This is an optimization exercise on Yosys and OpenROAD, whose aim is small area, a short achievable clock period and few clock cycles, not a production implementation. Only simulation tests tie the RTL to the original design; equivalence was not proved. Power figures rest on the tool's default switching activity, not on a simulated workload.

==> flow/design.v <==
module mbxrc (
    input  wire        clk,
    input  wire        rst,         
    input  wire        side_fw,     
    input  wire        req_valid,
    input  wire        req_we,
    input  wire [7:0]  req_addr,
    input  wire [31:0] req_wdata,
    output reg         req_ready,
    output reg  [31:0] req_rdata,
    output reg         mem_valid,
    output reg         mem_we,
    output reg  [6:0]  mem_addr,
    output reg  [31:0] mem_wdata,
    input  wire        mem_ready,
    input  wire [31:0] mem_rdata,
    output reg         diag_valid,
    output reg  [31:0] diag_data
);
    localparam [31:0] MAGIC_VALID = 32'hC0DE600D;
    localparam [31:0] MAGIC_TOMB  = 32'hC0DEDEAD;
    localparam [3:0] ST_OK = 4'd0, ST_NONE = 4'd1, ST_EINVARG = 4'd2, ST_ENOSPC = 4'd3,
                     ST_EINVAL = 4'd4, ST_ERES = 4'd5, ST_ETIMEOUT = 4'd6,
                     ST_EILLEGAL = 4'd7, ST_ESTATE = 4'd8, ST_EFAULT = 4'd9;
    localparam [4:0] O_TOPHYS = 5'b00_001, O_WRMSG = 5'b00_010, O_RDMSG = 5'b00_011,
                     O_WRCMD  = 5'b00_100, O_RDCMD = 5'b00_101,
                     O_PUT    = 5'b01_000, O_GET   = 5'b01_001, O_PEEK  = 5'b01_010,
                     O_REF    = 5'b01_011, O_GETC  = 5'b01_100, O_CLEAR = 5'b01_101,
                     O_DUMP   = 5'b01_110,
                     O_OPEN   = 5'b10_000, O_ATTACH = 5'b10_001, O_CLOSE = 5'b10_010,
                     O_SIGRD  = 5'b10_011, O_SIGWR  = 5'b10_100, O_WAIT  = 5'b10_101;
    localparam IDLE = 0,  ONE  = 1,  RC   = 2,  RW   = 3,  PCHK = 4,  XF   = 5,
               PPUB = 6,  F0   = 7,  F3   = 8,  F4   = 9,  F1   = 10, F2   = 11,
               GWR  = 12, TOMB = 13, FIN  = 14, D1   = 15, D2   = 16, D3   = 17,
               D4   = 18, D5   = 19, OPN  = 20, ATT  = 21, SIG  = 22, W0   = 23,
               WC   = 24, WT   = 25, PRE  = 26, NS   = 27;
    reg [NS-1:0] sv;
    reg [4:0]  o;
    reg [1:0]  ch;
    reg [2:0]  clc;               
    reg [6:0]  cso;               
    reg        tbf, idx, ph;
    reg        eflag;
    reg [3:0]  k;
    reg [2:0]  n, nt;
    reg        fS, fM, fV, fT, f32, nospc, match, aerr;
    reg [5:0]  delta;
    reg [31:0] pos;
    reg [31:0] wcr;               
    reg [5:0]  fw;                
    reg [6:0]  fa;                
    reg [4:0]  ira;               
    reg [3:0]  status;
    reg [31:0] arg0, arg1, res0, res1, clen;
    reg [31:0] m0, m1, m2, m3, m4, m5;
    reg [31:0] cw0, cw1, cw2, cw3, cw4, cw5, cw6, cw7;
    reg        opened;
    reg        v_arg0, v_arg1, v_res0, v_res1, v_clen, v_m0, v_m1, v_m2, v_m3, v_m4, v_m5, v_cw0, v_cw1, v_cw2, v_cw3, v_cw4, v_cw5, v_cw6, v_cw7;
    reg [2:0]  lc0, lc1, lc2, lc3;       
    reg [6:0]  so1, so2, so3;            
    wire [31:0] w    = req_wdata;
    wire [7:0]  wopc = w[31:24];
    wire [4:0]  wo   = {wopc[5:4], wopc[2:0]};
    reg wmatch, wuch;
    always @(*) begin
        wmatch = 1'b0;
        wuch   = 1'b0;
        case (wopc)
            8'h01, 8'h20, 8'h21, 8'h22, 8'h25: wmatch = (w[23:0] == 24'd0);
            8'h02, 8'h03, 8'h04, 8'h05, 8'h11, 8'h12, 8'h16: begin
                wmatch = (w[15:0] == 16'd0); wuch = 1'b1;
            end
            8'h10: begin wmatch = (w[15:11] == 5'd0) && (w[7:0] == 8'd0); wuch = 1'b1; end
            8'h13: begin wmatch = (w[15:12] == 4'd0) && (w[10:0] == 11'd0); wuch = 1'b1; end
            8'h14, 8'h15: begin wmatch = (w[15:9] == 7'd0) && (w[7:0] == 8'd0); wuch = 1'b1; end
            8'h23, 8'h24: wmatch = (w[23:17] == 7'd0) && (w[15:0] == 16'd0);
            default: ;
        endcase
    end
    wire wprod  = (w[17] == side_fw);
    wire wcodec = (wo == O_WRMSG) || (wo == O_RDMSG) || (wo == O_WRCMD) || (wo == O_RDCMD);
    reg [3:0] westat;
    reg       weflag;
    always @(*) begin
        weflag = 1'b1;
        westat = ST_OK;
        if (!wmatch || (wuch && (w[23:18] != 6'd0)))
            westat = ST_EILLEGAL;
        else if (wuch && !opened)
            westat = ST_ESTATE;
        else if (((wo == O_PUT) || (wo == O_WRMSG) || (wo == O_WRCMD)) && !wprod)
            westat = ST_ESTATE;
        else if (((wo == O_GET) || (wo == O_CLEAR)) && wprod)
            westat = ST_ESTATE;
        else if ((wo == O_PUT) && (!w[8] || !w[9] || !(v_clen && (clen == 32'd32))))
            westat = ST_EINVARG;
        else if (((wo == O_GETC) || (wo == O_CLEAR)) && !w[8])
            westat = ST_EINVARG;
        else if (wcodec && v_arg0 && (arg0[1:0] != 2'd0))
            westat = ST_EFAULT;
        else if ((wo == O_GETC) && v_m4 && (m4[1:0] != 2'd0))
            westat = ST_EFAULT;
        else if ((wo == O_CLEAR) && v_m5 && (m5[1:0] != 2'd0))
            westat = ST_EFAULT;
        else
            weflag = 1'b0;
    end
    wire wput   = (wo == O_PUT);
    wire wrefpv = (wo == O_REF) && w[11];
    wire wring  = (wo == O_PUT) || (wo == O_GET) || (wo == O_PEEK) || (wo == O_REF) ||
                  (wo == O_CLEAR) || (wo == O_DUMP);
    wire wxf    = (wo == O_RDMSG) || (wo == O_RDCMD) || (wo == O_GETC);
    wire wpre   = (wo == O_WRMSG) || (wo == O_WRCMD) || (wo == O_SIGWR);
    wire       wrcsel = !(wput || wrefpv);
    wire [2:0] wch1   = {1'b0, w[17:16]} + 3'd1;
    reg [2:0] wlc;
    reg [6:0] wso;
    always @(*) begin
        case (w[17:16])
            2'd0: begin wlc = lc0; wso = 7'd18; end
            2'd1: begin wlc = lc1; wso = so1;   end
            2'd2: begin wlc = lc2; wso = so2;   end
            default: begin wlc = lc3; wso = so3; end
        endcase
    end
    wire [5:0] cmask = ~(6'h3F << clc);            
    wire [8:0] clen9 = 9'd4 << clc;                
    reg  [2:0] wl;                                 
    wire walk_end = (wl == 3'd0);
    reg  [2:0] wwmax;
    always @(*) begin
        case (wlc)
            3'd4: wwmax = 3'd1;
            3'd5: wwmax = 3'd2;
            3'd6: wwmax = 3'd4;
            default: wwmax = 3'd0;
        endcase
    end
    reg is_put, is_get, is_getc, is_clear, is_dump, is_rcv, xf_wr, is_msg;
    wire xf_m     = is_msg || (is_put && !ph);
    wire xf_last  = xf_m ? (k[2:0] == 3'd5) : (k[2:0] == 3'd7);
    wire put_k0   = is_put && !ph && (k == 4'd0);
    wire put_stop = nospc || (pos[1:0] != 2'd0);
    wire [31:0] dd   = wcr - pos;
    wire        dE   = (wcr == pos);
    wire        dS   = (dd[31:5] == 27'd0) && (dd[4:0] < 5'd24);
    wire [7:0] cc0l   = pos[7:0] + 8'd24;
    wire [8:0] remv   = clen9 - {1'b0, cc0l & {cmask, 2'b11}};
    wire [5:0] cdelta = (remv < 9'd32) ? (6'd24 + remv[5:0]) : 6'd24;
    wire [6:0] need   = {1'b0, delta} + 7'd32;
    wire [10:0] wlo   = {1'b0, dd[9:0]} + {2'b00, clen9};
    wire        whi0  = wlo[10] ? (dd[31:10] == 22'h3FFFFF) : (dd[31:10] == 22'd0);
    wire        cnospc = whi0 && (wlo[9:7] == 3'd0) && (wlo[6:0] < need);
    reg  [31:0] ax, ay, amk;
    reg  [9:0]  smv;
    always @(*) begin
        ax  = v_arg0 ? arg0 : 32'd0;
        ay  = 32'd0;
        amk = 32'hFFFFFFFF;
        smv = 10'd0;
        if (sv[IDLE]) begin                                         
            ax = v_m4 ? m4 : 32'd0;
            ay = v_m3 ? m3 : 32'd0;
        end
        if (sv[ONE])  begin ay = 32'hFFFFFFFF; amk = v_arg1 ? arg1 : 32'd0; end    
        if (sv[PCHK]) begin ax = pos; ay = {26'd0, delta}; end      
        if (sv[XF])   begin
            if (is_put) begin ax = m4; ay = 32'd32; end             
            else ay = (o == O_WRMSG) ? 32'd24 : 32'd32;             
        end
        if (sv[F0]) begin
            if (is_dump) begin amk = 32'd0; smv = {7'd0, n}; end    
            else ax = pos;                                          
        end
        if (sv[F3]) ax = pos;                                       
        if (sv[F2] || sv[WC]) ax = pos;                             
        if (sv[WT]) begin ax = pos; ay = 32'd1; end                 
        if (sv[W0]) amk = 32'd0;                                    
        if (sv[OPN]) begin amk = 32'd0; smv = 10'h1C8; end
        if (sv[ATT]) begin amk = 32'd0; smv = {anext[7:0], 2'b00}; end
    end
    wire [31:0] ab    = ((ax + ay) & amk) | {22'd0, smv};
    wire [31:0] inc32 = mem_rdata + 32'd32;
    wire [7:0] aoff  = (k[3:1] == 3'd0) ? 8'd18 : pos[7:0];        
    wire       ao_ok = (mem_rdata[31:10] == 22'd0) && (mem_rdata[9:0] == {aoff, 2'b00});
    wire [6:0] al    = mem_rdata[8:2];
    wire       al_1h = (al != 7'd0) && ((al & (al - 7'd1)) == 7'd0);
    wire [8:0] anext = {1'b0, aoff} + {2'b00, al};
    wire       al_ok = (mem_rdata[31:9] == 23'd0) && (mem_rdata[1:0] == 2'd0) && al_1h &&
                       (anext <= 9'd128);
    reg  [2:0] acode;
    always @(*) begin
        case (1'b1)
            al[6]: acode = 3'd6;
            al[5]: acode = 3'd5;
            al[4]: acode = 3'd4;
            al[3]: acode = 3'd3;
            al[2]: acode = 3'd2;
            al[1]: acode = 3'd1;
            default: acode = 3'd0;
        endcase
    end
    wire       astep_ok = k[0] ? al_ok : ao_ok;
    reg [31:0] apack;
    always @(*) begin
        apack = pos;
        apack[7:0] = anext[7:0];
        case (k[2:1])
            2'd0: begin apack[10:8]  = acode; apack[23:17] = anext[6:0]; end
            2'd1: begin apack[13:11] = acode; apack[30:24] = anext[6:0]; end
            default: apack[16:14] = acode;
        endcase
    end
    wire opw_pres = req_we && (req_addr == 8'd0);
    wire op_start = sv[IDLE] && req_valid && opw_pres;
    wire reg_wr   = sv[IDLE] && req_valid && req_we;
    wire f3fail = fS || fM || (is_rcv && !fV) || (is_dump && !fV && !fT) ||
                  (is_clear && !fT);
    wire wdone  = match || (pos == (v_arg1 ? arg1 : 32'd0));
    reg acc, awe, done, wait_hs;
    reg [3:0] fstat;
    always @(*) begin
        acc = sv[IDLE] | sv[RC] | sv[RW] | sv[PPUB] | (sv[F0] && (!dE || is_clear)) |
              sv[F1] | sv[F2] | sv[GWR] |
              sv[TOMB] | sv[D1] | sv[D2] | sv[D4] | sv[D5] | sv[OPN] | sv[ATT] | sv[SIG] |
              sv[WT] | (sv[XF] && !(put_k0 && put_stop)) |
              (sv[F3] && (!f3fail || is_clear)) |
              (sv[F4] && ((!f32 && is_clear) || (f32 && !(is_dump && fV)))) |
              (sv[FIN] && is_clear);
        awe = sv[PPUB] | sv[GWR] | sv[TOMB] | sv[OPN] | (sv[SIG] && (o == O_SIGWR)) |
              (sv[XF] && xf_wr) |
              (is_clear && ((sv[F0] && dE) | (sv[F3] && f3fail) | (sv[F4] && !f32) | sv[FIN]));
        done = sv[ONE] | sv[PPUB] | sv[GWR] | sv[FIN] | sv[SIG] |
               (sv[XF] && ((put_k0 && put_stop) || (xf_last && !is_put))) |
               (sv[F0] && dE) | (sv[F3] && f3fail) | (sv[F4] && !f32) | (sv[F2] && !is_get) |
               (sv[OPN] && (k == 4'd15)) | (sv[ATT] && (k == 4'd7)) | (sv[WC] && wdone);
        wait_hs = acc;
        fstat = ST_OK;
        if (sv[XF] && put_k0) fstat = nospc ? ST_ENOSPC : ST_EFAULT;
        if (sv[F0] && is_rcv) fstat = ST_NONE;                     
        if (sv[F3]) begin
            if (fS)      fstat = ST_ERES;
            else if (fM) fstat = ST_EFAULT;
            else         fstat = is_clear ? ST_OK : ST_EINVAL;
        end
        if (sv[F4] || sv[FIN]) fstat = ST_ERES;
        if (sv[ATT] && (aerr || !al_ok)) fstat = ST_ERES;
        if (sv[WC] && !match) fstat = ST_ETIMEOUT;
    end
    wire hs   = acc && mem_ready;
    wire fin  = done && (!wait_hs || mem_ready);
    wire adv  = !acc || mem_ready;
    wire wfetch = sv[PRE] || (sv[PCHK] && is_put) || (sv[F2] && mem_ready) ||
                  (sv[XF] && xf_wr && mem_ready);
    wire xf_more = !xf_last || (is_put && !ph);
    reg [NS-1:0] nx;
    always @(*) begin
        nx = {NS{1'b0}};
        if (op_start) begin
            if (weflag || (wo == O_TOPHYS) || (wo == O_CLOSE)) nx[ONE] = 1'b1;
            else if (wxf)                  nx[XF]  = 1'b1;
            else if (wpre)                 nx[PRE] = 1'b1;
            else if (wrefpv)               begin nx[F0] = mem_ready; nx[RW] = !mem_ready; end
            else if (wring)                begin nx[RW] = mem_ready; nx[RC] = !mem_ready; end
            else if (wo == O_OPEN)         nx[OPN] = 1'b1;
            else if (wo == O_ATTACH)       nx[ATT] = 1'b1;
            else if (wo == O_SIGRD)        nx[SIG] = 1'b1;
            else                           nx[W0]  = 1'b1;
        end else if (sv[IDLE])
            nx[IDLE] = 1'b1;
        if (!sv[IDLE] && !adv) nx = sv;
        else if (!sv[IDLE]) begin
            if (sv[RC])   nx[RW]   = 1'b1;
            if (sv[RW])   begin nx[PCHK] = is_put; nx[TOMB] = is_clear; nx[F0] = !is_put && !is_clear; end
            if (sv[PCHK]) nx[XF]   = 1'b1;
            if (sv[PRE])  begin nx[SIG] = (o == O_SIGWR); nx[XF] = (o != O_SIGWR); end
            if (sv[XF])   begin nx[XF] = xf_more; nx[PPUB] = xf_last && is_put && ph; end
            if (sv[F0])   nx[F3]   = 1'b1;
            if (sv[F3])   nx[F4]   = 1'b1;
            if (sv[F4])   begin
                nx[D1]  = is_dump && fV;
                nx[F1]  = is_rcv;
                nx[FIN] = !is_rcv && !(is_dump && fV) && walk_end;
                nx[F0]  = !is_rcv && !(is_dump && fV) && !walk_end;
            end
            if (sv[F1])   nx[F2]   = 1'b1;
            if (sv[F2])   nx[GWR]  = 1'b1;
            if (sv[TOMB]) nx[F0]   = 1'b1;
            if (sv[D1])   nx[D2]   = 1'b1;
            if (sv[D2])   nx[D3]   = 1'b1;
            if (sv[D3])   nx[D4]   = 1'b1;
            if (sv[D4])   nx[D5]   = 1'b1;
            if (sv[D5])   begin nx[FIN] = walk_end; nx[F0] = !walk_end; end
            if (sv[OPN])  nx[OPN]  = 1'b1;
            if (sv[ATT])  nx[ATT]  = 1'b1;
            if (sv[W0])   nx[WC]   = 1'b1;
            if (sv[WC])   nx[WT]   = 1'b1;
            if (sv[WT])   nx[WC]   = 1'b1;
        end
        if (fin) begin
            nx = {NS{1'b0}};
            nx[IDLE] = 1'b1;
        end
    end
    wire [5:0] cmask_x = sv[IDLE] ? ~(6'h3F << wlc) : cmask;
    wire [6:0] cso_x   = sv[IDLE] ? wso : cso;
    wire [2:0] ch1_x   = sv[IDLE] ? wch1 : ({1'b0, ch} + 3'd1);
    wire fail_n = dS || (pos[1:0] != 2'd0) || (mem_rdata != MAGIC_TOMB);
    wire f32_n  = (mem_rdata == 32'd32);
    reg [5:0] fsrc;
    reg [5:0] fdel;
    always @(*) begin
        fsrc = fw;
        fdel = 6'd0;
        if (sv[IDLE]) fsrc = wrefpv ? ab[7:2] : ((wo == O_GETC) ? (v_m4 ? m4[7:2] : 6'd0) :
                                                              (v_arg0 ? arg0[7:2] : 6'd0));
        if (sv[PRE])  fsrc = v_arg0 ? arg0[7:2] : 6'd0;
        if (sv[RW])   fsrc = is_clear ? (v_m5 ? m5[7:2] : 6'd0) : pos[7:2];
        if (sv[PCHK] || sv[TOMB]) fsrc = pos[7:2];
        if (sv[XF]) begin
            if (xf_last) fsrc = m4[7:2];
            else fdel = 6'd1;
        end
        if (sv[F0]) fdel = 6'd3;
        if (sv[F3] || sv[F1] || sv[D1] || sv[D2] || sv[D3]) fdel = 6'd1;
        if (sv[F4]) begin
            if (is_rcv || (is_dump && fV)) fdel = 6'h3D;        
            else begin fsrc = mem_rdata[7:2]; fdel = 6'd8; end
        end
        if (sv[D5]) begin fsrc = mem_rdata[7:2]; fdel = 6'd8; end
    end
    wire [5:0] fw_n    = (fsrc + fdel) & cmask_x;
    wire [6:0] field_n = cso_x + {1'b0, fw_n};
    wire use_ctrl = (sv[IDLE] && wring && !(wrefpv && mem_ready)) || sv[RC] ||
                    (sv[XF] && xf_last && ph) || sv[F2] ||
                    (sv[F0] && is_clear && fail_n) || (sv[F3] && is_clear && !f32_n) ||
                    (((sv[F4] && !is_rcv && !(is_dump && fV)) || sv[D5]) && walk_end);
    wire rcs = sv[IDLE] ? (mem_ready ? !wrcsel : wrcsel) :
               sv[RC]   ? is_put :
               !sv[XF];
    reg       use_oth;
    reg [6:0] oth;
    always @(*) begin
        use_oth = 1'b1;
        oth     = 7'd0;
        if (sv[IDLE] && ((wo == O_OPEN) || (wo == O_ATTACH))) oth = 7'd2;
        else if (sv[IDLE] && (wo == O_SIGRD)) oth = {6'd0, w[16]};
        else if (sv[PRE] && (o == O_SIGWR))   oth = {6'd0, idx};
        else if (sv[OPN]) oth = 7'd3 + {3'd0, k};
        else if (sv[ATT]) oth = 7'd2 + {2'd0, k[2:1] + {1'b0, k[0]}, 2'b00} + {6'd0, !k[0]};
        else if (sv[WC])  oth = 7'd0;
        else use_oth = 1'b0;
    end
    wire [6:0] fa_n = use_ctrl ? {2'b00, ch1_x, 1'b0, rcs} : (use_oth ? oth : field_n);
    always @(*) begin
        mem_valid = acc;
        mem_we    = awe;
        mem_addr  = sv[IDLE] ? {2'b00, wch1, 1'b0, wrcsel} :
                    (sv[F0] && dE) ? {2'b00, {1'b0, ch} + 3'd1, 2'b01} : fa;
    end
    reg [31:0] opd;
    always @(*) begin
        case (k[1:0])
            2'd0: case (k[3:2])
                      2'd0: opd = 32'h48;
                      2'd1: opd = 32'h88;
                      2'd2: opd = 32'h108;
                      default: opd = 32'h148;
                  endcase
            2'd1: opd = k[2] ? 32'd128 : 32'd64;
            default: opd = 32'd0;
        endcase
    end
    wire [4:0]  ra = req_addr[4:0] | ira;
    wire        rz = (req_addr[7:5] == 3'd0);
    wire [3:0]  e  = 4'd1 << ra[1:0];
    wire [5:0]  h  = {ra[4:2] == 3'd5, ra[4:2] == 3'd4, ra[4:2] == 3'd3,
                      ra[4:2] == 3'd2, ra[4:2] == 3'd1, ra[4:2] == 3'd0};
    wire [31:0] g0 = ({32{e[1]}} & {28'd0, status}) | ({32{e[2] && v_arg0}} & arg0) |
                     ({32{e[3] && v_arg1}} & arg1);
    wire [31:0] g1 = ({32{e[0] && v_res0}} & res0) | ({32{e[1] && v_res1}} & res1) |
                     ({32{e[2] && v_clen}} & clen);
    wire [31:0] g2 = ({32{e[0] && v_m0}} & m0) | ({32{e[1] && v_m1}} & m1) |
                     ({32{e[2] && v_m2}} & m2) | ({32{e[3] && v_m3}} & m3);
    wire [31:0] g3 = ({32{e[0] && v_m4}} & m4) | ({32{e[1] && v_m5}} & m5);
    wire [31:0] g4 = ({32{e[0] && v_cw0}} & cw0) | ({32{e[1] && v_cw1}} & cw1) |
                     ({32{e[2] && v_cw2}} & cw2) | ({32{e[3] && v_cw3}} & cw3);
    wire [31:0] g5 = ({32{e[0] && v_cw4}} & cw4) | ({32{e[1] && v_cw5}} & cw5) |
                     ({32{e[2] && v_cw6}} & cw6) | ({32{e[3] && v_cw7}} & cw7);
    always @(*) begin
        req_rdata = {32{rz}} & (({32{h[0]}} & g0) | ({32{h[1]}} & g1) | ({32{h[2]}} & g2) |
                                ({32{h[3]}} & g3) | ({32{h[4]}} & g4) | ({32{h[5]}} & g5));
    end
    always @(*) begin
        if (sv[TOMB])
            mem_wdata = MAGIC_TOMB;
        else if (sv[OPN])
            mem_wdata = opd;
        else if (sv[F0] || sv[F3] || sv[F4] || sv[FIN])
            mem_wdata = pos;
        else
            mem_wdata = wcr;
    end
    always @(*) begin
        req_ready = sv[IDLE] ? !opw_pres : fin;
    end
    always @(*) begin
        diag_valid = (sv[F4] && is_dump && fV && f32) || sv[D3] ||
                     ((sv[D1] || sv[D2] || sv[D4] || sv[D5]) && mem_ready);
        if (sv[F4])      diag_data = MAGIC_VALID;
        else if (sv[D3]) diag_data = 32'd32;
        else if (sv[D5]) diag_data = pos;
        else             diag_data = mem_rdata;
    end
    wire [31:0] wb = sv[IDLE] ? req_wdata : ((sv[PCHK] || (sv[XF] && is_put)) ? ab : mem_rdata);
    wire rd_xf = sv[XF] && !xf_wr && mem_ready;
    wire put_pub = sv[XF] && put_k0 && !nospc;
    wire rcv_f4 = sv[F4] && f32 && is_rcv && mem_ready;
    wire we_a0  = reg_wr && (req_addr == 8'd2);
    wire we_a1  = reg_wr && (req_addr == 8'd3);
    wire we_cl  = reg_wr && (req_addr == 8'd6);
    wire set_cl = rd_xf && !xf_m && xf_last;
    wire we_m0  = (reg_wr && (req_addr == 8'd8))  || (rd_xf && xf_m && (k[2:0] == 3'd0));
    wire we_m1  = (reg_wr && (req_addr == 8'd9))  || (rd_xf && xf_m && (k[2:0] == 3'd1)) ||
                  (sv[F1] && mem_ready);
    wire we_m2  = (reg_wr && (req_addr == 8'd10)) || (rd_xf && xf_m && (k[2:0] == 3'd2)) ||
                  (sv[F2] && mem_ready);
    wire we_m3  = (reg_wr && (req_addr == 8'd11)) || (rd_xf && xf_m && (k[2:0] == 3'd3));
    wire we_m4  = (reg_wr && (req_addr == 8'd12)) || (rd_xf && xf_m && (k[2:0] == 3'd4)) ||
                  (sv[PCHK] && !cnospc) || rcv_f4;
    wire we_m5  = (reg_wr && (req_addr == 8'd13)) || (rd_xf && xf_m && (k[2:0] == 3'd5));
    wire m5_ab  = sv[F2] && mem_ready;
    wire we_cw0 = (reg_wr && (req_addr == 8'd16)) || (rd_xf && !xf_m && (k[2:0] == 3'd0));
    wire we_cw1 = (reg_wr && (req_addr == 8'd17)) || (rd_xf && !xf_m && (k[2:0] == 3'd1));
    wire we_cw2 = (reg_wr && (req_addr == 8'd18)) || (rd_xf && !xf_m && (k[2:0] == 3'd2));
    wire we_cw3 = (reg_wr && (req_addr == 8'd19)) || (rd_xf && !xf_m && (k[2:0] == 3'd3));
    wire we_cw4 = (reg_wr && (req_addr == 8'd20)) || (rd_xf && !xf_m && (k[2:0] == 3'd4));
    wire we_cw5 = (reg_wr && (req_addr == 8'd21)) || (rd_xf && !xf_m && (k[2:0] == 3'd5));
    wire we_cw6 = (reg_wr && (req_addr == 8'd22)) || (rd_xf && !xf_m && (k[2:0] == 3'd6));
    wire we_cw7 = (reg_wr && (req_addr == 8'd23)) || (rd_xf && !xf_m && (k[2:0] == 3'd7)) ||
                  (put_pub && tbf);
    wire clr_ok  = !fS && !fM;
    wire we_r0 = (sv[ONE] && !eflag && (o == O_TOPHYS)) ||
                 (put_pub && (pos[1:0] == 2'd0)) ||
                 (sv[XF] && xf_wr && xf_last && !is_put && mem_ready) ||
                 (sv[F3] && fin && is_clear && clr_ok) ||
                 (sv[F0] && dE && (is_dump || (is_clear && mem_ready))) ||
                 rcv_f4 ||
                 (sv[OPN] && (k == 4'd15) && mem_ready) ||
                 (sv[ATT] && (k == 4'd7) && mem_ready && !aerr && al_ok) ||
                 (sv[SIG] && (o == O_SIGRD) && mem_ready) ||
                 (sv[WC] && wdone);
    wire [31:0] res0_d = sv[F4] ? inc32 : (sv[SIG] ? mem_rdata : ab);
    wire we_r1 = (sv[PCHK] && !cnospc && (pos[1:0] == 2'd0)) ||
                 (sv[F3] && fin && is_clear && clr_ok) ||
                 (sv[F0] && dE && (is_dump || (is_clear && mem_ready)));
    wire [31:0] res1_d = (sv[F0] || sv[F3]) ? {29'd0, is_dump ? nt : n} : ab;
    wire we_pos = (op_start && (wrefpv || mem_ready)) || (sv[RC] && mem_ready) ||
                  (sv[F4] && f32 && !is_rcv && !(is_dump && fV) && mem_ready) ||
                  (sv[D5] && mem_ready) || (sv[ATT] && k[0] && mem_ready) ||
                  sv[W0] || (sv[WT] && mem_ready);
    wire [31:0] pos_d = (sv[F4] || sv[D5]) ? inc32 :
                        sv[ATT] ? apack :
                        ((sv[IDLE] && wrefpv) || sv[W0] || sv[WT]) ? ab : mem_rdata;
    wire we_wcr = (op_start && wrefpv && mem_ready) || (sv[RW] && mem_ready);
    always @(posedge clk) begin
        if (rst) begin
            sv     <= {{(NS-1){1'b0}}, 1'b1};
            ira    <= 5'd0;
            status <= ST_OK;
            v_arg0 <= 1'b0; v_arg1 <= 1'b0; v_res0 <= 1'b0; v_res1 <= 1'b0; v_clen <= 1'b0;
            v_m0 <= 1'b0; v_m1 <= 1'b0; v_m2 <= 1'b0; v_m3 <= 1'b0; v_m4 <= 1'b0; v_m5 <= 1'b0;
            v_cw0 <= 1'b0; v_cw1 <= 1'b0; v_cw2 <= 1'b0; v_cw3 <= 1'b0; v_cw4 <= 1'b0; v_cw5 <= 1'b0; v_cw6 <= 1'b0; v_cw7 <= 1'b0;
            opened <= 1'b0;
        end else begin
            sv <= nx;
            if (we_a0) v_arg0 <= 1'b1;
            if (we_a1) v_arg1 <= 1'b1;
            if (we_cl || set_cl) v_clen <= 1'b1;
            if (we_m0 || rcv_f4) v_m0 <= 1'b1;
            if (we_m1) v_m1 <= 1'b1;
            if (we_m2) v_m2 <= 1'b1;
            if (we_m3 || rcv_f4) v_m3 <= 1'b1;
            if (we_m4) v_m4 <= 1'b1;
            if (we_m5 || m5_ab) v_m5 <= 1'b1;
            if (we_cw0) v_cw0 <= 1'b1;
            if (we_cw1) v_cw1 <= 1'b1;
            if (we_cw2) v_cw2 <= 1'b1;
            if (we_cw3) v_cw3 <= 1'b1;
            if (we_cw4) v_cw4 <= 1'b1;
            if (we_cw5) v_cw5 <= 1'b1;
            if (we_cw6) v_cw6 <= 1'b1;
            if (we_cw7) v_cw7 <= 1'b1;
            if (we_r0) v_res0 <= 1'b1;
            if (we_r1) v_res1 <= 1'b1;
            if (we_a0) arg0 <= req_wdata;
            if (we_a1) arg1 <= req_wdata;
            if (we_cl) clen <= req_wdata; else if (set_cl) clen <= 32'd32;
            if (we_m0) m0 <= wb; else if (rcv_f4) m0 <= MAGIC_VALID;
            if (we_m1) m1 <= wb;
            if (we_m2) m2 <= wb;
            if (we_m3) m3 <= wb; else if (rcv_f4) m3 <= 32'd32;
            if (we_m4) m4 <= wb;
            if (we_m5) m5 <= wb; else if (m5_ab) m5 <= ab;
            if (we_cw0) cw0 <= wb;
            if (we_cw1) cw1 <= wb;
            if (we_cw2) cw2 <= wb;
            if (we_cw3) cw3 <= wb;
            if (we_cw4) cw4 <= wb;
            if (we_cw5) cw5 <= wb;
            if (we_cw6) cw6 <= wb;
            if (we_cw7) cw7 <= wb;
            if (we_r0) res0 <= res0_d;
            if (we_r1) res1 <= res1_d;
            if (op_start && weflag) status <= westat;
            else if (fin && !(sv[ONE] && eflag)) status <= fstat;
            if (fin)
                ira <= 5'd0;
            else if (op_start)
                ira <= ((wo == O_PUT) || (wo == O_WRMSG)) ? 5'd8 :
                       (wo == O_WRCMD) ? 5'd16 :
                       (wo == O_SIGWR) ? 5'd2 :
                       (wo == O_GET) ? 5'd4 : 5'd0;
            else if (wfetch)
                ira <= (ira == 5'd13) ? 5'd16 : ((ira == 5'd23) ? 5'd4 : ira + 5'd1);
            if (op_start) begin
                is_put   <= (wo == O_PUT);
                is_get   <= (wo == O_GET);
                is_getc  <= (wo == O_GETC);
                is_clear <= (wo == O_CLEAR);
                is_dump  <= (wo == O_DUMP);
                is_rcv   <= (wo == O_GET) || (wo == O_PEEK) || (wo == O_REF);
                xf_wr    <= (wo == O_WRMSG) || (wo == O_WRCMD) || (wo == O_PUT);
                is_msg   <= (wo == O_WRMSG) || (wo == O_RDMSG);
                wl       <= wwmax;
                clc   <= wlc;
                cso   <= wso;
                o     <= wo;
                ch    <= w[17:16];
                tbf   <= w[10];
                idx   <= w[16];
                n     <= 3'd0;
                nt    <= 3'd0;
                aerr  <= 1'b0;
                eflag <= weflag;
                k     <= 4'd0;
                ph    <= 1'b0;
            end
            if (hs && (sv[XF] || sv[OPN] || sv[ATT])) begin
                if (sv[XF] && xf_last) begin
                    k  <= 4'd0;
                    ph <= 1'b1;
                end else
                    k <= k + 4'd1;
            end
            if (sv[ONE] && !eflag && (o == O_CLOSE)) opened <= 1'b0;
            if (sv[RW]) delta <= cdelta;
            if (sv[PCHK]) nospc <= cnospc;
            if (sv[F0]) begin
                fS <= dS;
                fM <= (pos[1:0] != 2'd0);
                fV <= (mem_rdata == MAGIC_VALID);
                fT <= (mem_rdata == MAGIC_TOMB);
            end
            if (sv[F3]) f32 <= f32_n;
            if (sv[F4] && f32 && !is_rcv && !(is_dump && fV) && mem_ready) begin
                if (is_dump) nt <= nt + 3'd1; else n <= n + 3'd1;
                wl <= wl - 3'd1;
            end
            if (sv[D5] && mem_ready) begin
                n  <= n + 3'd1;
                wl <= wl - 3'd1;
            end
            if (sv[OPN] && mem_ready && (k == 4'd15)) begin
                lc0 <= 3'd4; lc1 <= 3'd5; lc2 <= 3'd4; lc3 <= 3'd5;
                so1 <= 7'd34; so2 <= 7'd66; so3 <= 7'd82;
                opened <= 1'b1;
            end
            if (sv[ATT] && mem_ready) begin
                if (!astep_ok) aerr <= 1'b1;
                if ((k == 4'd7) && !aerr && al_ok) begin
                    lc0 <= pos[10:8]; lc1 <= pos[13:11]; lc2 <= pos[16:14]; lc3 <= acode;
                    so1 <= pos[23:17]; so2 <= pos[30:24]; so3 <= pos[6:0];
                    opened <= 1'b1;
                end
            end
            if (sv[W0]) match <= 1'b0;
            if (sv[WT] && mem_ready) match <= (mem_rdata == (v_arg0 ? arg0 : 32'd0));
            if (we_pos) pos <= pos_d;
            if (wfetch) wcr <= req_rdata;
            else if (we_wcr) wcr <= mem_rdata;
            if (sv[IDLE] || adv) begin
                fw <= fw_n;
                fa <= fa_n;
            end
        end
    end
endmodule
==> flow/run.sh <==
#!/bin/bash
# synth_recipe.tcl (not shown) runs the flow's synth.tcl, then flattens the netlist and writes it again
# the make line also repeats each setting of config.mk as NAME=value (left out here)
make -C /OpenROAD-flow-scripts/flow DESIGN_CONFIG=/design/flow/config.mk WORK_HOME=/design/flow/orfs CLKGATE_MAP_FILE= SYNTH_SCRIPT=/design/flow/synth_recipe.tcl finish
==> flow/config.mk <==
export PLATFORM = sky130hd
export DESIGN_NAME = mbxrc
export DESIGN_NICKNAME = mbxrc
export VERILOG_FILES = /design/flow/design.v
export SDC_FILE = /design/flow/constraint.sdc
export NUM_CORES = 8
export LEC_CHECK = 0
export CAP_MARGIN = 20
export CORE_MARGIN = 2
export CORE_UTILIZATION = 40
export CTS_CLUSTER_DIAMETER = 60
export CTS_CLUSTER_SIZE = 20
export SETUP_SLACK_MARGIN = 4
export SLEW_MARGIN = 20
==> flow/constraint.sdc <==
create_clock -name core_clock -period 10.0 [get_ports {clk}]
set_input_delay 2.0000 -clock core_clock [delete_from_list [all_inputs] [get_ports {clk}]]
set_output_delay 2.0000 -clock core_clock [all_outputs]
set_load 0.01 [all_outputs]
==> results_tabular.tex, run 1 <==
\begin{tabular}{lr}
\hline
Metric & Value \\
\hline
\multicolumn{2}{l}{\textbf{Clocking}} \\
\quad Library cell used as clock root buffer & sky130\_fd\_sc\_hd\_\_clkbuf\_16 \\
\quad Cts-stage hold buffer count & 0 \\
\quad Count of clock tree sinks & 828 \\
\quad Clk Latency, worst-skew pair & 710 ps \\
\quad Number of buffers created by CTS & 76 \\
\quad Clock tree from TritonCTS & done \\
\quad Reg clk slew, reported paths & 80 ps \\
\quad Number of H-tree levels & 3 \\
\quad Buffer depth of the longest clock path & 3 \\
\multicolumn{2}{l}{\textbf{Cells and area}} \\
\quad Final cell count without fillers & 6791 \\
\quad Area overhead of the layout relative to synthesis & 21.50\% \\
\quad Final core occ & 48.97\% \\
\quad Final Net Count & 5325 \\
\quad Final std cell area, no fill & 58670 um\^{}2 \\
\quad Share of final-layout standard cells stronger than drive strength 1 & 17.89\% \\
\multicolumn{2}{l}{\textbf{Die}} \\
\quad Die ar. & 123500 um\^{}2 \\
\quad Starting utilization of the core area & 40.30\% \\
\quad Chip Width & 351.5 um \\
\quad Cell row count & 127 \\
\quad Area of the core & 119800 um\^{}2 \\
\quad I/O pin count & 185 \\
\quad Vert. Die Dim & 351.5 um \\
\multicolumn{2}{l}{\textbf{Synth}} \\
\quad Multiplexer share of the synthesized area & 2.174\% \\
\quad Number of enable-type register cells in the synthesized netlist & 772 \\
\quad Sequential element share of the synthesized area & 50.33\% \\
\quad Ranking of synthesized cells by instance count & 772 x sky130\_fd\_sc\_hd\_\_edfxtp\_1, 497 x sky130\_fd\_sc\_hd\_\_nand2\_1, 468 x sky130\_fd\_sc\_hd\_\_nor2\_1 \\
\quad Largest area contributor in the netlist & sky130\_fd\_sc\_hd\_\_edfxtp\_1 \\
\quad Avg Synthesized Cell Area & 9.895 um\^{}2 \\
\quad Leading cell types by total area after synthesis & sky130\_fd\_sc\_hd\_\_edfxtp\_1 48\%, sky130\_fd\_sc\_hd\_\_a21oi\_1 4.2\%, sky130\_fd\_sc\_hd\_\_nand2\_1 3.9\% \\
\quad Synth Net Count & 5089 \\
\quad Main combinational cell family by area after synthesis & compound AO/OA/AOI/OAI gates \\
\quad Post-synthesis cell count & 4880 \\
\quad Proportion of netlist area held by the largest area contributor & 48.01\% \\
\quad Post-synthesis async set-or-reset flop share & 0\% \\
\quad Synth unique cells & 105 \\
\quad Synth Area in Compound Gates & 22.15\% \\
\quad Total of warnings raised by yosys & 1 \\
\quad Register bit total from synthesis & 828 \\
\quad Most common cell in the synthesized netlist & sky130\_fd\_sc\_hd\_\_edfxtp\_1 \\
\quad Syn Std Cell Area & 48290 um\^{}2 \\
\quad Most used flip-flop cell after synthesis & sky130\_fd\_sc\_hd\_\_edfxtp\_1 \\
\quad Share of synthesized cell area in and, or, nand and nor gates & 15.14\% \\
\quad Fraction of synthesized cell area in xor and xnor cells & 2.231\% \\
\quad Synthesized-area fraction occupied by adder cells & 3.529\% \\
\multicolumn{2}{l}{\textbf{Placed design}} \\
\quad Input/output buffers & 184 \\
\quad Total instance count after detailed placement & 6461 \\
\quad RePlAce Congestion & 1.035 \\
\quad Post-Place Cell Area & 52130 um\^{}2 \\
\quad DP Wirelength & 168700 um \\
\multicolumn{2}{l}{\textbf{Global routing}} \\
\quad Global-route usage over all layers & 37.48\% \\
\quad Initial antenna violation count & 3 \\
\quad Maximum number of pins on one net before global-route repair & 68 \\
\quad First-pass GRT wire length & 327400 um \\
\quad Vias in the first global route & 41820 \\
\quad Aggregate global routing overflow & 0 \\
\multicolumn{2}{l}{\textbf{Timing}} \\
\quad RSZ-0062 raised after global routing & yes \\
\quad Final worst-path cycle share & 61.70\% \\
\quad Slew at the pin with the worst max-slew slack & 1212 ps \\
\quad Total count of max-transition violations in the final report & 0 \\
\quad Clock period minus worst slack & 6170 ps \\
\quad Fmax & 162.1 MHz \\
\quad Setup clock skew after layout & 75.48 ps \\
\quad Sum Neg Setup Slack & 0 ps \\
\quad Rel. slew slack & 18.73\% \\
\quad Count of endpoints failing hold in the final timing report & 0 \\
\quad Setup Viol. Count Final & 0 \\
\multicolumn{2}{l}{\textbf{Drt}} \\
\quad Via count & 45580 \\
\quad Detailed Routing Iterations Pass 1 & 7 \\
\quad Wl on met1 & 91560 um \\
\quad Violation count after the first detailed-routing iteration & 8132 \\
\quad Average via count per standard cell & 6.712 \\
\quad Routed Antenna Nets & 0 \\
\quad Routed length on met3 & 31180 um \\
\quad Top routing layer used & met5 \\
\quad Routed wire per std cell & 35.24 um \\
\quad Routed length on met2 & 99370 um \\
\quad Remaining routing DRC violations & 0 \\
\quad Detailed-route wire length & 239300 um \\
\multicolumn{2}{l}{\textbf{Worst setup path}} \\
\quad Top cell by count, worst path & sky130\_fd\_sc\_hd\_\_buf\_12 \\
\quad Cell family contributing the most delay on the critical path & simple AND/OR/NAND/NOR gates \\
\quad Cell-by-cell trace of the critical path & buf\_12 -> or2\_4 -> and3\_1 -> buf\_12 -> a22o\_1 -> a221oi\_4 -> o22ai\_1 -> nor4\_1 -> nor2\_1 -> buf\_2 \\
\quad Worst Path Arrival & 4170 ps \\
\quad Req. time, crit path & 8000 ps \\
\quad Buffers and inverters on the worst path & 3 \\
\quad Largest stage delay on the critical path & 310 ps \\
\quad Max stage delay cell, worst path & sky130\_fd\_sc\_hd\_\_nor4\_1 \\
\quad Critical setup path kind & in2out \\
\quad Critical Path Fanout Max & 32 \\
\quad Type of origin of the critical path & input pin \\
\quad Crit end category & primary output \\
\multicolumn{2}{l}{\textbf{Worst hold path}} \\
\quad HP Class & reg2reg \\
\multicolumn{2}{l}{\textbf{Outcome}} \\
\quad Result of the run & finished clean \\
\multicolumn{2}{l}{\textbf{Power}} \\
\quad Final Power & 7.463 mW \\
\quad Power per standard cell area & 127.2 nW/um\^{}2 \\
\quad Leak & 20.36 nW \\
\quad Worst IR Drop VDD & 0.1186 mV \\
\multicolumn{2}{l}{\textbf{Run}} \\
\quad Number of max-cap violations & 0 \\
\hline
\end{tabular}
## cells in the final DEF (no fill, tap or decap), drive strengths merged, types with 33 or more instances in the layout
cell type and instances:
o21bai 33, nand2 497, a31oi 60, dfxtp 56
nor3 93, a22oi 166, a22o 77, o22ai 120
nand4 43, nor4 76, xor2 34, o21ai 253
and2 58, a211oi 81, clkbuf 92, and3 48
inv 160, edfxtp 772, ha 125, buf 362
a221oi 85, a21oi 412, a21o 62, clkdlybuf4s50 135
nor2 470, mux2i 91, xnor2 89, nand3 115
## final timing paths
kind                from             to  slack [ps]  cells past startpoint
min                v_cw0          v_cw0         460                      1
max reg2reg       is_put       res0[28]        4080                     18
min reg2reg        v_cw0          v_cw0         460                      1
max          req_addr[1]  req_rdata[22]        3830                     10
## per-layer routing
metal	global-route usage [%]	vias to the layer above
li1	-	19080
met2	53.96	3484
met5	0.8242	-
met3	10.74	698
met4	21.18	4
met1	50.34	22320
## power breakdown
group	internal (mW)	switching [mW]	leakage, nW	total, mW
Sequential	3.78	0.00910	7.76	3.79
Combinational	0.155	0.317	11.3	0.472
Clock	1.64	1.56	1.29	3.20
Total	5.57	1.89	20.4	7.46
## worst register-to-register path, stage by stage, from the launching register on
cell and delay [ps]:
sky130_fd_sc_hd__edfxtp_1 360, sky130_fd_sc_hd__buf_4 230, sky130_fd_sc_hd__a21oi_4 190, sky130_fd_sc_hd__buf_6 340, sky130_fd_sc_hd__and2_0 190, sky130_fd_sc_hd__buf_4 300, sky130_fd_sc_hd__a22oi_1 180, sky130_fd_sc_hd__o22ai_1 160
sky130_fd_sc_hd__ha_1 370, sky130_fd_sc_hd__a21oi_1 290, sky130_fd_sc_hd__nand3_1 130, sky130_fd_sc_hd__a21oi_2 340, sky130_fd_sc_hd__o31ai_1 270, sky130_fd_sc_hd__a221oi_2 430, sky130_fd_sc_hd__o21ai_1 320, sky130_fd_sc_hd__a31oi_2 430
sky130_fd_sc_hd__mux2i_4 440, sky130_fd_sc_hd__nand2_1 100, sky130_fd_sc_hd__a22oi_1 550
## final cells by class
| class | instances | area (um^2) |
|---|---|---|
| well taps | 1612 | 2017 |
| flip-flops and latches | 828 | 24330 |
| clock inverters | 54 | 708.2 |
| clock buffers | 85 | 1977 |
| inverters | 163 | 691.9 |
| repair buffers | 519 | 5042 |
| fillers | 10990 | 61140 |
| multi-input cells | 3528 | 23900 |
| diodes | 2 | 5.005 |
## stage by stage
step	setup slack (ps)	hold WS, ps
after floorplan	3992	418.1
final	3830	460.6
after global routing	3723	485.5
after detailed placement	1858	430.2
after global placement	1872	423.6
after CTS	3830	449.3
## cell families after synthesis
kind of cell	after synthesis
xor gates and xnor gates	123
buffers and inverters	532
and+or+nand+nor	1566
muxes	103
DFF	828
adders and majority gates	133
AOI/OAI and AO/OA	1595
## repair_timing
action                                  4_1_cts  5_1_grt
endpoints found under the setup margin      346      202
setup buffers                               131       37
resized for setup                           504      122
cloned                                       15        6
pin swaps                                   155       93
Testbench counts, summed over its fixed seeds: cycles 45,433.
==> run 2, diff against run 1 <==
--- a/flow/config.mk
+++ b/flow/config.mk
@@ -12,3 +12,3 @@
 export CTS_CLUSTER_SIZE = 20
-export SETUP_SLACK_MARGIN = 4
+export SETUP_SLACK_MARGIN = 3.85
 export SLEW_MARGIN = 20
==> run 2 against run 1 <==
  * Utilization grew 0.32 points
  * Global-route usage shrank 0.51 points
  * Design area grew 0.65%
  * Register-to-register slack lost 210 ps
  * Power grew 4.5%
  * Sequential power is essentially flat
  * Area after synthesis is the same
==> results_tabular.tex, run 2 <==
\begin{tabular}{lr}
\hline
Metric & Value \\
\hline
\multicolumn{2}{l}{\textbf{Die}} \\
\quad Vert. Die Dim & 351.5 um (unchanged) \\
\quad Cell row count & 127 (unchanged) \\
\quad Starting utilization of the core area & 40.30\% (unchanged) \\
\quad Chip Width & 351.5 um (unchanged) \\
\quad Die ar. & 123500 um\^{}2 (unchanged) \\
\quad Area of the core & 119800 um\^{}2 (unchanged) \\
\quad I/O pin count & 185 (unchanged) \\
\multicolumn{2}{l}{\textbf{Placed design}} \\
\quad Place WS & 1943 ps (+85.90 ps) \\
\quad Input/output buffers & 184 (unchanged) \\
\quad DP Wirelength & 169500 um (+0.47\%) \\
\quad RePlAce Congestion & 1.032 (-0.29\%) \\
\quad Post-Place Cell Area & 52190 um\^{}2 (+0.12\%) \\
\multicolumn{2}{l}{\textbf{Synth}} \\
\quad Most common cell in the synthesized netlist & sky130\_fd\_sc\_hd\_\_edfxtp\_1 \\
\quad Proportion of netlist area held by the largest area contributor & 48.01\% (unchanged) \\
\quad Post-synthesis cell count & 4880 (unchanged) \\
\quad Largest area contributor in the netlist & sky130\_fd\_sc\_hd\_\_edfxtp\_1 \\
\quad Syn Std Cell Area & 48290 um\^{}2 (unchanged) \\
\quad Leading cell types by total area after synthesis & sky130\_fd\_sc\_hd\_\_edfxtp\_1 48\%, sky130\_fd\_sc\_hd\_\_a21oi\_1 4.2\%, sky130\_fd\_sc\_hd\_\_nand2\_1 3.9\% \\
\quad Avg Synthesized Cell Area & 9.895 um\^{}2 (unchanged) \\
\quad Number of enable-type register cells in the synthesized netlist & 772 (unchanged) \\
\quad Sequential element share of the synthesized area & 50.33\% (unchanged) \\
\quad Synth Net Count & 5089 (unchanged) \\
\quad Most used flip-flop cell after synthesis & sky130\_fd\_sc\_hd\_\_edfxtp\_1 \\
\quad Synth unique cells & 105 (unchanged) \\
\quad Post-synthesis async set-or-reset flop share & 0\% (unchanged) \\
\quad Ranking of synthesized cells by instance count & 772 x sky130\_fd\_sc\_hd\_\_edfxtp\_1, 497 x sky130\_fd\_sc\_hd\_\_nand2\_1, 468 x sky130\_fd\_sc\_hd\_\_nor2\_1 \\
\quad Total of warnings raised by yosys & 1 (unchanged) \\
\quad Register bit total from synthesis & 828 (unchanged) \\
\multicolumn{2}{l}{\textbf{Worst setup path}} \\
\quad Number of cells on the worst reg-to-reg path & 23 (+5) \\
\quad Req. time, crit path & 8000 ps (about the same) \\
\quad Critical setup path kind & in2out \\
\quad FF-to-FF End & fa[6] \\
\quad R2R Setup Slk & 3870 ps (-210 ps) \\
\quad Crit end category & primary output \\
\quad Launching element of the worst setup path & req\_addr[0] \\
\quad Type of origin of the critical path & input pin \\
\quad Critical Path Fanout Max & 27 (-16\%) \\
\quad Crit path capture & req\_rdata[11] \\
\quad Worst Path Arrival & 4300 ps (+130 ps) \\
\quad R2r startpoint & sv[1] \\
\multicolumn{2}{l}{\textbf{Drt}} \\
\quad Remaining routing DRC violations & 0 (unchanged) \\
\quad Routed wire per std cell & 34.65 um (-1.7\%) \\
\quad Via count & 45630 (+0.090\%) \\
\quad Violation count after the first detailed-routing iteration & 7814 (-3.9\%) \\
\quad Detailed Routing Iterations Pass 1 & 7 (unchanged) \\
\quad Routed Antenna Nets & 0 (unchanged) \\
\quad Detailed-route wire length & 236300 um (-1.3\%) \\
\quad Average via count per standard cell & 6.691 (-0.32\%) \\
\multicolumn{2}{l}{\textbf{Outcome}} \\
\quad Result of the run & finished clean \\
\multicolumn{2}{l}{\textbf{Clocking}} \\
\quad Clock tree from TritonCTS & done \\
\quad Number of buffers created by CTS & 85 (+12\%) \\
\quad Buffer depth of the longest clock path & 3 (unchanged) \\
\quad Reg clk slew, reported paths & 80 ps (about the same) \\
\quad Count of clock tree sinks & 828 (unchanged) \\
\quad Library cell used as clock root buffer & sky130\_fd\_sc\_hd\_\_clkbuf\_16 \\
\quad Number of H-tree levels & 3 (unchanged) \\
\quad Cts-stage hold buffer count & 0 (unchanged) \\
\quad Clk Latency, worst-skew pair & 740 ps (+30 ps) \\
\multicolumn{2}{l}{\textbf{Cells and area}} \\
\quad FF/Latch Area & 24330 um\^{}2 (about the same) \\
\quad Area overhead of the layout relative to synthesis & 22.29\% \\
\quad Number of filler instances in the final layout & 10900 (-0.82\%) \\
\quad Area occupied by multi-input gates & 23970 um\^{}2 (+0.28\%) \\
\quad Share of final-layout standard cells stronger than drive strength 1 & 18.43\% (+0.54 points) \\
\quad Most frequent cells in the layout & 772 x sky130\_fd\_sc\_hd\_\_edfxtp\_1, 493 x sky130\_fd\_sc\_hd\_\_nand2\_1, 424 x sky130\_fd\_sc\_hd\_\_nor2\_1, 364 x sky130\_fd\_sc\_hd\_\_a21oi\_1, 287 x sky130\_fd\_sc\_hd\_\_buf\_4 \\
\quad Final Net Count & 5346 (+0.39\%) \\
\quad Final std cell area, no fill & 59050 um\^{}2 (+0.65\%) \\
\quad Most common library cell in the layout ignoring fill and taps & sky130\_fd\_sc\_hd\_\_edfxtp\_1 \\
\multicolumn{2}{l}{\textbf{Timing}} \\
\quad Fmax & 158.7 MHz (-2.1\%) \\
\quad RSZ-0062 raised after global routing & yes \\
\quad Post-route worst hold slack & 458.7 ps (-1.888 ps) \\
\quad Slew at the pin with the worst max-slew slack & 1354 ps (+142.1 ps) \\
\quad Count of endpoints failing hold in the final timing report & 0 (unchanged) \\
\quad Setup Viol. Count Final & 0 (unchanged) \\
\quad Final worst-path cycle share & 63.02\% (+1.3 points) \\
\quad Final worst-path setup slack & 3698 ps (-131.7 ps) \\
\quad Total count of max-transition violations in the final report & 0 (unchanged) \\
\quad Setup clock skew after layout & 39.92 ps (-35.57 ps) \\
\quad Sum Neg Setup Slack & 0 ps (unchanged) \\
\quad Rel. slew slack & 8.786\% (-9.9 points) \\
\quad Clock period minus worst slack & 6302 ps (+131.7 ps) \\
\multicolumn{2}{l}{\textbf{Global routing}} \\
\quad First-pass GRT wire length & 322300 um (-1.6\%) \\
\quad Aggregate global routing overflow & 0 (unchanged) \\
\quad Vias in the first global route & 41310 (-1.2\%) \\
\quad Maximum number of pins on one net before global-route repair & 68 (unchanged) \\
\quad Global-route usage over all layers & 36.96\% (-0.51 points) \\
\quad Initial antenna violation count & 4 (+1) \\
\multicolumn{2}{l}{\textbf{Worst hold path}} \\
\quad HP Class & reg2reg \\
\multicolumn{2}{l}{\textbf{Power}} \\
\quad Power per standard cell area & 132.1 nW/um\^{}2 (+3.8\%) \\
\quad Worst IR Drop VDD & 0.1210 mV (+1.9\%) \\
\quad Final Power & 7.800 mW (+4.5\%) \\
\quad Leak & 20.59 nW (+1.1\%) \\
\multicolumn{2}{l}{\textbf{Run}} \\
\quad Number of max-cap violations & 0 (unchanged) \\
\hline
\end{tabular}
## run 2: critical path, cell delays in order
cell                      delay (ps)
sky130_fd_sc_hd__buf_12          110
sky130_fd_sc_hd__nor2_4          140
sky130_fd_sc_hd__buf_4           300
sky130_fd_sc_hd__buf_16          240
sky130_fd_sc_hd__nor2_1           70
sky130_fd_sc_hd__a31oi_1         420
sky130_fd_sc_hd__o22ai_1         270
sky130_fd_sc_hd__nor4_2          360
sky130_fd_sc_hd__nor2_2          140
sky130_fd_sc_hd__buf_2           210
## run 2: through the flow
step	util, %	instances
4_1_cts	48.12	6745
2_1_floorplan	-	4880
6_report	49.29	6819
5_1_grt	49.28	6816
3_5_place_dp	43.56	6466
3_3_place_gp	43.53	6465
## run 2: report_power, final
group | internal (mW) | switching (mW)
combinational | 0.145 | 0.311
clock | 1.89 | 1.67
sequential | 3.78 | 0.00885
## run 2: how the worst min path moves through the flow
stage	endpoint	start	cells after the start
after global routing	v_cw6	v_cw6	1
after global placement	v_cw6	v_cw6	1
after floorplan	v_cw0	v_cw0	1
final	v_cw6	v_cw6	1
after CTS	v_cw0	v_cw0	1
after detailed placement	v_m1	v_m1	1
## run 2: per-layer routing
layer / vias up / wire length [um] / track usage [%]
li1: 19120 / - / -
met1: 22360 / 90730 / 49.69
met2: 3499 / 97410 / 53.01
met3: 651 / 31610 / 10.83
met4: 0 / 16520 / 21.04
met5: - / 0 / 0
## run 2: final cells by class
type / count / area share (%)
clock buffer: 86 / 3.608
timing repair buffer: 533 / 8.439
sequential: 828 / 41.20
clock inverter: 68 / 1.602
antenna: 3 / 0.01271
inverter: 163 / 1.142
multi-input combinational: 3526 / 40.58
tap: 1612 / 3.416
## run 2: logic make-up (layout without fill, tap and decap cells)
| group | count (synthesis) | after routing | share of synthesized area (%) |
|---|---|---|---|
| other | 0 | 3 | 0 |
| buffers and inverters | 532 | 850 | 4.446 |
| and+or+nand+nor | 1566 | 1572 | 15.14 |
| adders and majority gates | 133 | 133 | 3.529 |
| DFF | 828 | 828 | 50.33 |
| muxes | 103 | 103 | 2.174 |
| xor gates and xnor gates | 123 | 123 | 2.231 |
| AOI/OAI and AO/OA | 1595 | 1595 | 22.15 |
## run 2: what timing repair did
action,CTS,global route
resized for setup,463,165
pin swaps,96,147
setup buffers,116,62
gates cloned,9,7
endpoints found under the setup margin,335,213
==> run 3, diff against run 2 <==
==> flow/flow/run.sh (new file) <==
#!/bin/bash
# Layout: the standard ORFS flow (standard.sh, synthesis unchanged) with two
# layout choices passed to ORFS:
#  - the port buffers that buffer_ports inserts are sky130_fd_sc_hd__buf_2
#    (by default it picks the delay cell sky130_fd_sc_hd__clkdlybuf4s50_1);
set -euo pipefail
bash standard.sh \
  "BUFFER_PORTS_ARGS=-buffer_cell sky130_fd_sc_hd__buf_2" \
  "CTS_ARGS=-sink_clustering_enable -repair_clock_nets -sink_clustering_size 20 -sink_clustering_max_diameter 60 -dont_use_dummy_load" \
  finish > layout.log 2>&1
==> flow/standard.sh (new file) <==
#!/bin/bash
# synth_recipe.tcl (not shown) runs the flow's synth.tcl, then flattens the netlist and writes it again
# the make line also repeats each setting of config.mk as NAME=value (left out here)
make -C /OpenROAD-flow-scripts/flow DESIGN_CONFIG=/design/flow/config.mk WORK_HOME=/design/flow/orfs CLKGATE_MAP_FILE= SYNTH_SCRIPT=/design/flow/synth_recipe.tcl "${@:-finish}"
--- a/flow/config.mk
+++ b/flow/config.mk
@@ -12,3 +12,3 @@
 export CTS_CLUSTER_SIZE = 20
-export SETUP_SLACK_MARGIN = 3.85
+export SETUP_SLACK_MARGIN = 4
 export SLEW_MARGIN = 20
removed: flow/run.sh
==> run 3 against run 2 <==
  * Wire length increased by 0.81%
  * Sequential share of layout area up 2.0 points
  * Die area unchanged
  * Register-to-register slack improved by 290 ps
  * Combinational power fell by 8.8%
  * Clock skew grew 83 ps
  * Hold slack worse by 16 ps
  * Synthesized cell count unchanged
  * Sequential power hardly changed
  * Utilization shrank 2.3 points
  * Largest cell class unchanged
  * Largest power group unchanged
==> results_tabular.tex, run 3 <==
\begin{tabular}{lr}
\hline
Metric & Value \\
\hline
\multicolumn{2}{l}{\textbf{Synth}} \\
\quad Ranking of synthesized cells by instance count & 772 x sky130\_fd\_sc\_hd\_\_edfxtp\_1, 497 x sky130\_fd\_sc\_hd\_\_nand2\_1, 468 x sky130\_fd\_sc\_hd\_\_nor2\_1 \\
\quad Syn Std Cell Area & 48290 um\^{}2 (unchanged) \\
\quad Number of enable-type register cells in the synthesized netlist & 772 (unchanged) \\
\quad Register bit total from synthesis & 828 (unchanged) \\
\quad Most used flip-flop cell after synthesis & sky130\_fd\_sc\_hd\_\_edfxtp\_1 \\
\quad Total of warnings raised by yosys & 1 (unchanged) \\
\quad Proportion of netlist area held by the largest area contributor & 48.01\% (unchanged) \\
\quad Avg Synthesized Cell Area & 9.895 um\^{}2 (unchanged) \\
\quad Largest area contributor in the netlist & sky130\_fd\_sc\_hd\_\_edfxtp\_1 \\
\quad Post-synthesis async set-or-reset flop share & 0\% (unchanged) \\
\quad Leading cell types by total area after synthesis & sky130\_fd\_sc\_hd\_\_edfxtp\_1 48\%, sky130\_fd\_sc\_hd\_\_a21oi\_1 4.2\%, sky130\_fd\_sc\_hd\_\_nand2\_1 3.9\% \\
\quad Post-synthesis cell count & 4880 (unchanged) \\
\quad Most common cell in the synthesized netlist & sky130\_fd\_sc\_hd\_\_edfxtp\_1 \\
\quad Synth unique cells & 105 (unchanged) \\
\quad Sequential element share of the synthesized area & 50.33\% (unchanged) \\
\quad Synth Net Count & 5089 (unchanged) \\
\multicolumn{2}{l}{\textbf{Global routing}} \\
\quad First-pass GRT wire length & 325500 um (+1.0\%) \\
\quad Initial antenna violation count & 12 (+8) \\
\quad Vias in the first global route & 41140 (-0.41\%) \\
\quad Global-route usage over all layers & 37.36\% (+0.40 points) \\
\quad Aggregate global routing overflow & 0 (unchanged) \\
\quad Maximum number of pins on one net before global-route repair & 68 (unchanged) \\
\multicolumn{2}{l}{\textbf{Cells and area}} \\
\quad Most frequent cells in the layout & 772 x sky130\_fd\_sc\_hd\_\_edfxtp\_1, 493 x sky130\_fd\_sc\_hd\_\_nand2\_1, 432 x sky130\_fd\_sc\_hd\_\_nor2\_1, 375 x sky130\_fd\_sc\_hd\_\_a21oi\_1, 235 x sky130\_fd\_sc\_hd\_\_o21ai\_0 \\
\quad Area overhead of the layout relative to synthesis & 16.66\% \\
\quad Most common library cell in the layout ignoring fill and taps & sky130\_fd\_sc\_hd\_\_edfxtp\_1 \\
\quad Share of final-layout standard cells stronger than drive strength 1 & 18.39\% (-0.034 points) \\
\quad Final Net Count & 5267 (-1.5\%) \\
\multicolumn{2}{l}{\textbf{Die}} \\
\quad Die ar. & 123500 um\^{}2 (unchanged) \\
\quad Area of the core & 119800 um\^{}2 (unchanged) \\
\quad Chip Width & 351.5 um (unchanged) \\
\quad Starting utilization of the core area & 40.30\% (unchanged) \\
\quad I/O pin count & 185 (unchanged) \\
\quad Vert. Die Dim & 351.5 um (unchanged) \\
\quad Cell row count & 127 (unchanged) \\
\multicolumn{2}{l}{\textbf{Worst setup path}} \\
\quad Type of origin of the critical path & input pin \\
\quad Crit end category & primary output \\
\quad Critical setup path kind & in2out \\
\quad Worst Path Arrival & 4170 ps (-130 ps) \\
\quad Critical Path Fanout Max & 32 (+19\%) \\
\quad Launching element of the worst setup path & req\_addr[0] \\
\quad Req. time, crit path & 8000 ps (about the same) \\
\quad R2r startpoint & is\_put \\
\multicolumn{2}{l}{\textbf{Drt}} \\
\quad Routed wire per std cell & 35.67 um (+2.9\%) \\
\quad Via count & 45370 (-0.57\%) \\
\quad Violation count after the first detailed-routing iteration & 8416 (+7.7\%) \\
\quad Average via count per standard cell & 6.794 (+1.5\%) \\
\quad Detailed Routing Iterations Pass 1 & 9 (+2) \\
\quad Routed Antenna Nets & 0 (unchanged) \\
\quad Remaining routing DRC violations & 0 (unchanged) \\
\quad Detailed-route wire length & 238200 um (+0.81\%) \\
\multicolumn{2}{l}{\textbf{Run}} \\
\quad Number of max-cap violations & 0 (unchanged) \\
\multicolumn{2}{l}{\textbf{Power}} \\
\quad Int Pwr & 5.357 mW (-7.8\%) \\
\quad Part of the total power dissipated in the clock network & 39.7\% (-5.9 points) \\
\quad Worst IR Drop VDD & 0.1291 mV (+6.8\%) \\
\quad Power per standard cell area & 123.8 nW/um\^{}2 (-6.3\%) \\
\quad Net load switching power & 1.618 mW (-19\%) \\
\quad Combinational fraction of design power & 6.0\% (+0.2 points) \\
\quad Sequential cell fraction of total power & 54.4\% (+5.8 points) \\
\quad Leak & 19.63 nW (-4.7\%) \\
\quad Switching power as a share of total power & 23.19\% (-2.3 points) \\
\quad Final Power & 6.975 mW (-11\%) \\
\multicolumn{2}{l}{\textbf{Placed design}} \\
\quad RePlAce Congestion & 1.058 (+2.6\%) \\
\quad DP Wirelength & 168400 um (-0.66\%) \\
\quad Input/output buffers & 184 (unchanged) \\
\multicolumn{2}{l}{\textbf{Timing}} \\
\quad Sum Neg Setup Slack & 0 ps (unchanged) \\
\quad RSZ-0062 raised after global routing & yes \\
\quad Setup clock skew after layout & 123.3 ps (+83.41 ps) \\
\quad Slew at the pin with the worst max-slew slack & 1214 ps (-139.4 ps) \\
\quad Count of endpoints failing hold in the final timing report & 0 (unchanged) \\
\quad Clock period minus worst slack & 6169 ps (-132.6 ps) \\
\quad Setup Viol. Count Final & 0 (unchanged) \\
\quad Fmax & 162.1 MHz (+2.1\%) \\
\quad Total count of max-transition violations in the final report & 0 (unchanged) \\
\quad Final worst-path cycle share & 61.69\% (-1.3 points) \\
\quad Rel. slew slack & 17.90\% (+9.1 points) \\
\multicolumn{2}{l}{\textbf{Clocking}} \\
\quad Clock tree from TritonCTS & done \\
\quad Library cell used as clock root buffer & sky130\_fd\_sc\_hd\_\_clkbuf\_16 \\
\quad Number of buffers created by CTS & 84 (-1.2\%) \\
\quad Clk Latency, worst-skew pair & 720 ps (-20 ps) \\
\quad Number of H-tree levels & 3 (unchanged) \\
\quad Reg clk slew, reported paths & 60 ps (-20 ps) \\
\quad Buffer depth of the longest clock path & 3 (unchanged) \\
\quad Count of clock tree sinks & 828 (unchanged) \\
\multicolumn{2}{l}{\textbf{Outcome}} \\
\quad Result of the run & finished clean \\
\multicolumn{2}{l}{\textbf{Worst hold path}} \\
\quad Startpoint of the lowest-slack hold path & v\_m0 \\
\quad HP Class & reg2reg \\
\hline
\end{tabular}
## run 3: stage by stage
step / area (um^2) / hold slack, ps / setup slack (ps) / utilization (%) / instances
detailed placement: 50960 / 430.2 / 2662 / 42.53 / 6427
finish: 56340 / 442.7 / 3831 / 47.02 / 6677
global placement: 50950 / 426.7 / 2700 / 42.52 / 6427
global route: 56320 / 463.1 / 3783 / 47.01 / 6671
CTS: 54990 / 444.5 / 3852 / 45.89 / 6605
floorplan: 48370 / 418.1 / 3992 / - / 4880
## run 3: cells by family after synthesis
| kind of cell | after synthesis | share of synthesized area, % |
|---|---|---|
| AOI/OAI and AO/OA | 1595 | 22.15 |
| xor gates and xnor gates | 123 | 2.231 |
| adders and majority gates | 133 | 3.529 |
| buffers and inverters | 532 | 4.446 |
| DFF | 828 | 50.33 |
| muxes | 103 | 2.174 |
| and+or+nand+nor | 1566 | 15.14 |
## run 3: critical path: stages
cell and delay [ps]:
sky130_fd_sc_hd__buf_12 110, sky130_fd_sc_hd__or2_4 280, sky130_fd_sc_hd__buf_12 140, sky130_fd_sc_hd__buf_4 130
sky130_fd_sc_hd__nor3_2 120, sky130_fd_sc_hd__buf_6 310, sky130_fd_sc_hd__a222oi_1 160, sky130_fd_sc_hd__nor2_1 180
sky130_fd_sc_hd__nor4_2 70, sky130_fd_sc_hd__nor2_1 390, sky130_fd_sc_hd__buf_2 220
## run 3: area by class of cell
type / instances / area [um^2]
Sequential cell: 828 / 24320
Antenna cell: 9 / 22.52
Tap cell: 1612 / 2017
Clock buffer: 84 / 2102
Fill cell: 11210 / 63480
Multi-Input combinational cell: 3527 / 23700
Inverter: 163 / 661.9
Timing Repair Buffer: 454 / 3515
## run 3: path summary, 6_finish.rpt
kind              endpoint  slack [ps]  cells after the start
max reg2reg         m2[19]        4160                     18
min                   v_m0         440                      1
min reg2reg           v_m0         440                      1
max          req_rdata[22]        3830                     11
## run 3: what timing repair did
action / in CTS / in global routing
pin swaps: 69 / 82
hold buffers: 0 / 0
setup endpoints to repair: 196 / 182
setup buffers: 84 / 57
resized for setup: 221 / 153
gates cloned: 10 / 5
endpoints found under the hold margin: 0 / 0
## run 3: metal layers
metal / GRT usage, % / vias to the layer above / part of all wire [%]
met5: 0 / - / 0.028
met1: 50.14 / 22190 / 38
met3: 10.42 / 680 / 13
met2: 54.49 / 3589 / 42
li1: - / 18890 / -
met4: 20.41 / 10 / 7.0
## run 3: power by group through the flow
| stage | clock [mW] | sequential, mW | combinational (mW) |
|---|---|---|---|
| after floorplan | 0 | 3.86 | 0.189 |
| final | 2.77 | 3.79 | 0.415 |
| after global routing | 2.89 | 3.79 | 0.422 |
| after CTS | 2.77 | 3.79 | 0.383 |
| after global placement | 0 | 3.87 | 0.357 |
| after detailed placement | 0 | 3.87 | 0.361 |

[separate check: timing with driven ports]
In the flow no input, the clock included, has a driving cell. The finished layouts below were timed again as built, in two steps. Step 1: set_driving_cell puts a clkbuf_16 on clk and a buf_2 on each other input, an assumption about the parent block. Step 2 moves the port delays by t, midway between the first and last clock arrival at a register: inputs arrive t later, outputs are due t later. That takes back most of the time a late clock gives input paths. Three values: ideal ports, drivers, drivers and shift; two values: the first two.
run	t (ns)	setup WS [ns]	worst hold slack (ns)	cell pins on the clock port's net
run 1	0.746	3.830 / 3.774 / 3.310	0.461 / 0.461 / 0.461	1
run 2	0.799	3.698 / 3.644 / 3.108	0.459 / 0.459 / 0.459	1
run 3	0.734	3.831 / 3.777 / 3.320	0.443 / 0.443 / 0.443	1
After both steps setup and hold are still met in every run listed. For run 2, which loses most, drivers alone change the setup slack by -0.054 ns; drivers and shift together by -0.590 ns.
